From an optimization exercise on the open Yosys and OpenROAD flow, aimed at small area, a short achievable clock period and few clock cycles per item; shortcuts taken in it are not production practice. The RTL was checked by simulation tests, not by an equivalence proof against the original design. Power is estimated from default activity; no workload was simulated.

Setup of job 6174:
## mars_core
module mars_core (
    input  wire        clk,
    input  wire        rst,           
    input  wire        cmd_valid,
    input  wire        cmd_op,        
    input  wire [12:0] cmd_pc,        
    output wire        cmd_ready,
    output reg         mem_req,
    output reg  [2:0]  mem_we,        
    output reg  [12:0] mem_addr,
    output reg  [79:0] mem_wdata,
    input  wire        mem_ack,
    input  wire [79:0] mem_rdata,
    input  wire [2:0]  q_sel,
    output wire [12:0] q_pc,
    output wire        q_alive,
    output wire [3:0]  q_len,
    output wire [2:0]  q_cur,
    output reg  [3:0]  st_code,
    output reg  [2:0]  st_wid,
    output reg  [12:0] st_pc,
    output wire [4:0]  st_op,
    output reg  [63:0] cycles
);
    localparam [12:0] CORESIZE = 13'd8000;
    localparam [2:0] C_OK = 3'd1, C_DAT = 3'd2, C_DIVZ = 3'd3, C_OVF = 3'd4, C_UNSUP = 3'd5;
    localparam [3:0] S_IDLE  = 4'd0,  S_FETCH = 4'd1,
                     S_APTR  = 4'd2,  S_APRE  = 4'd3,  S_ASNAP = 4'd4,  S_APOST = 4'd5,
                     S_BPTR  = 4'd6,  S_BPRE  = 4'd7,  S_BSNAP = 4'd8,  S_BPOST = 4'd9,
                     S_WRITE = 4'd10, S_MD    = 4'd11, S_MDFIN = 4'd12,
                     S_SLINIT = 4'd13, S_SLRUN = 4'd14, S_SLFIX = 4'd15;
    reg [3:0] state;
    reg [12:0] qpc   [0:7];
    reg        qalive[0:7];
    reg [3:0]  qlen;
    reg [2:0]  cur;
    reg [4:0]  r_op;              
    reg [2:0]  r_mod, r_am, r_bm;
    reg        r_ill;
    reg        r_afz;             
    reg [79:0] s_ins;             
    reg [31:0] p;                 
    reg [12:0] sa, da, ptr;
    reg [2:0]  code;
    reg        taken;
    reg [3:0]  sl_ret;
    reg        sl_pb;      
    reg [1:0]  sl_sel;            
    reg [32:0] m_a, m_b;
    reg [31:0] m_c;
    reg [5:0]  m_k;
    reg        m_ph, m_neg, m_sx, m_ovf, m_big, m_p2;
    assign cmd_ready = (state == S_IDLE);
    assign q_pc      = qpc[q_sel];
    assign q_alive   = qalive[q_sel];
    assign q_len     = qlen;
    assign q_cur     = cur;
    assign st_op     = r_op;
    wire [12:0] curpc = qpc[cur];
    wire [13:0] pc1s  = {1'b0, curpc} + 14'd1;
    wire [13:0] pc2s  = {1'b0, curpc} + 14'd2;
    wire [12:0] pc1   = (pc1s >= {1'b0, CORESIZE}) ? pc1s[12:0] - CORESIZE : pc1s[12:0];
    wire [12:0] pc2   = (pc2s >= {1'b0, CORESIZE}) ? pc2s[12:0] - CORESIZE : pc2s[12:0];
  ...
==> flow/config.mk <==
export PLATFORM = sky130hd
export DESIGN_NAME = mars_core
export DESIGN_NICKNAME = mars_core
export VERILOG_FILES = /design/flow/design.v
export SDC_FILE = /design/flow/constraint.sdc
export NUM_CORES = 4
export LEC_CHECK = 0
export CAP_MARGIN = 20
export CORE_MARGIN = 2
export CORE_UTILIZATION = 40
export SLEW_MARGIN = 20
==> flow/constraint.sdc <==
create_clock -name core_clock -period 24.0 [get_ports {clk}]
set_input_delay 4.8000 -clock core_clock [delete_from_list [all_inputs] [get_ports {clk}]]
set_output_delay 4.8000 -clock core_clock [all_outputs]
set_load 0.01 [all_outputs]
standard.sh (not shown) runs the stock make flow with config.mk's settings and CLKGATE_MAP_FILE= SYNTH_SCRIPT=/design/flow/synth_recipe.tcl, a recipe that flattens the netlist after the stock synthesis.
==> flow/flow/run.sh <==
#!/bin/bash
set -e
export BUFFER_PORTS_ARGS="-buffer_cell sky130_fd_sc_hd__buf_2"
export SETUP_SLACK_MARGIN=13.5
export CTS_ARGS="-sink_clustering_enable -repair_clock_nets -sink_clustering_size 24 -buf_list {sky130_fd_sc_hd__clkbuf_4 sky130_fd_sc_hd__clkbuf_8} -dont_use_dummy_load"
bash standard.sh > standard.log 2>&1
Both conditions hold for job 6174: the flow ran to the end and the final layout passed the timing, DRC and antenna checks.
Testbench counts of job 6174, summed over its fixed seeds: cycles 97,755, steps 48,000.
diff inputs: job 6174 => job 4119
==> flow/flow/run.sh <==
#!/bin/bash
set -e
export BUFFER_PORTS_ARGS="-buffer_cell sky130_fd_sc_hd__buf_2"
export SETUP_SLACK_MARGIN=13.5
bash standard.sh > standard.log 2>&1
==> notes.md <==
- Est. power | job 4119 vs job 6174 | job 4119 higher
- Compare job 4119 and job 6174 | final core utilization lower: job 6174
- On final worst slack: job 4119 sits below job 6174.
- Comparing job 4119 and job 6174, met3 usage is lower on job 4119.
- Looking at job 4119 and job 6174, the post-synthesis share of cell area spent on full adders, half adders and majority gates is a wash.
Relative to job 4119, the following input files were edited for job 148:
Settings: CORE_UTILIZATION now 70, was 40.
[summary]
Status(job 148) = ERROR, stage = 5_1_grt. Going from job 4119 to job 148, effective utilization at floorplan grows by 30 points. From job 4119 to job 148, net count after synthesis did not move at all. Job 148 against job 4119: HPWL after detailed placement -20000 um; post-CTS setup buffer count -1.
Here is what was changed in the inputs of job 6996 compared with job 148.
Settings: changing CORE_UTILIZATION from 70 to 40.
--- a/flow/flow/run.sh
+++ b/flow/flow/run.sh
@@ -4,0 +5 @@
+export CTS_ARGS="-sink_clustering_enable -repair_clock_nets -sink_clustering_size 20 -buf_list sky130_fd_sc_hd__clkbuf_8 -dont_use_dummy_load"
Notes after the runs:
Job 6996: done, clean on timing, DRC and antenna. From job 148 to job 6996, synthesized netlist net count did not move at all. Total of cells resized after clock tree synthesis shrinks by a few percent when moving from job 148 to job 6996. Job 6996 vs. job 148: level count of the clock H-tree rose 1, worst setup timing slack at the placement stage lower. Effective utilization at floorplan, job 6996 and job 148: larger value in job 148. [compare] base=job 148 new=job 6996: number of cells in the design after placement went up about 10%, number of standard-cell rows in the floorplan now larger, number of buffers inserted to repair setup after CTS increased 1.

## static timing again, ports no longer ideal
Ports are ideal in the flow. The routed layouts listed here were re-timed in OpenROAD.
Step 1 sets driving cells, clkbuf_16 on the clock port and buf_2 on the other inputs (assumed; they add their load-dependent delay and slew).
Step 2 times the ports against the registers' clock, not the clock port: input delays grow and output delays shrink by t, the midpoint of the rising clock arrivals with the driver on.
a / b / c = ideal ports / drivers / drivers and shift; a / b = the first two.
run | t, ns | setup WS [ns] | worst hold slack (ns) | worst data-port slew with drivers (ns) | pins driven straight from the clock port
job 6174 | 0.892 | 13.338 / 13.006 / 13.006 | 0.452 / 0.452 / 0.452 | 0.37 | 1
job 4119 | 0.767 | 13.334 / 12.993 / 12.993 | 0.451 / 0.451 / 0.451 | 0.38 | 1
job 6996 | 0.892 | 13.338 / 13.006 / 13.006 | 0.452 / 0.452 / 0.452 | 0.37 | 1
After both steps every run listed still meets setup and hold. The setup slack of job 4119, which loses most, moves by -0.341 ns with the drivers and by -0.341 ns with both steps.
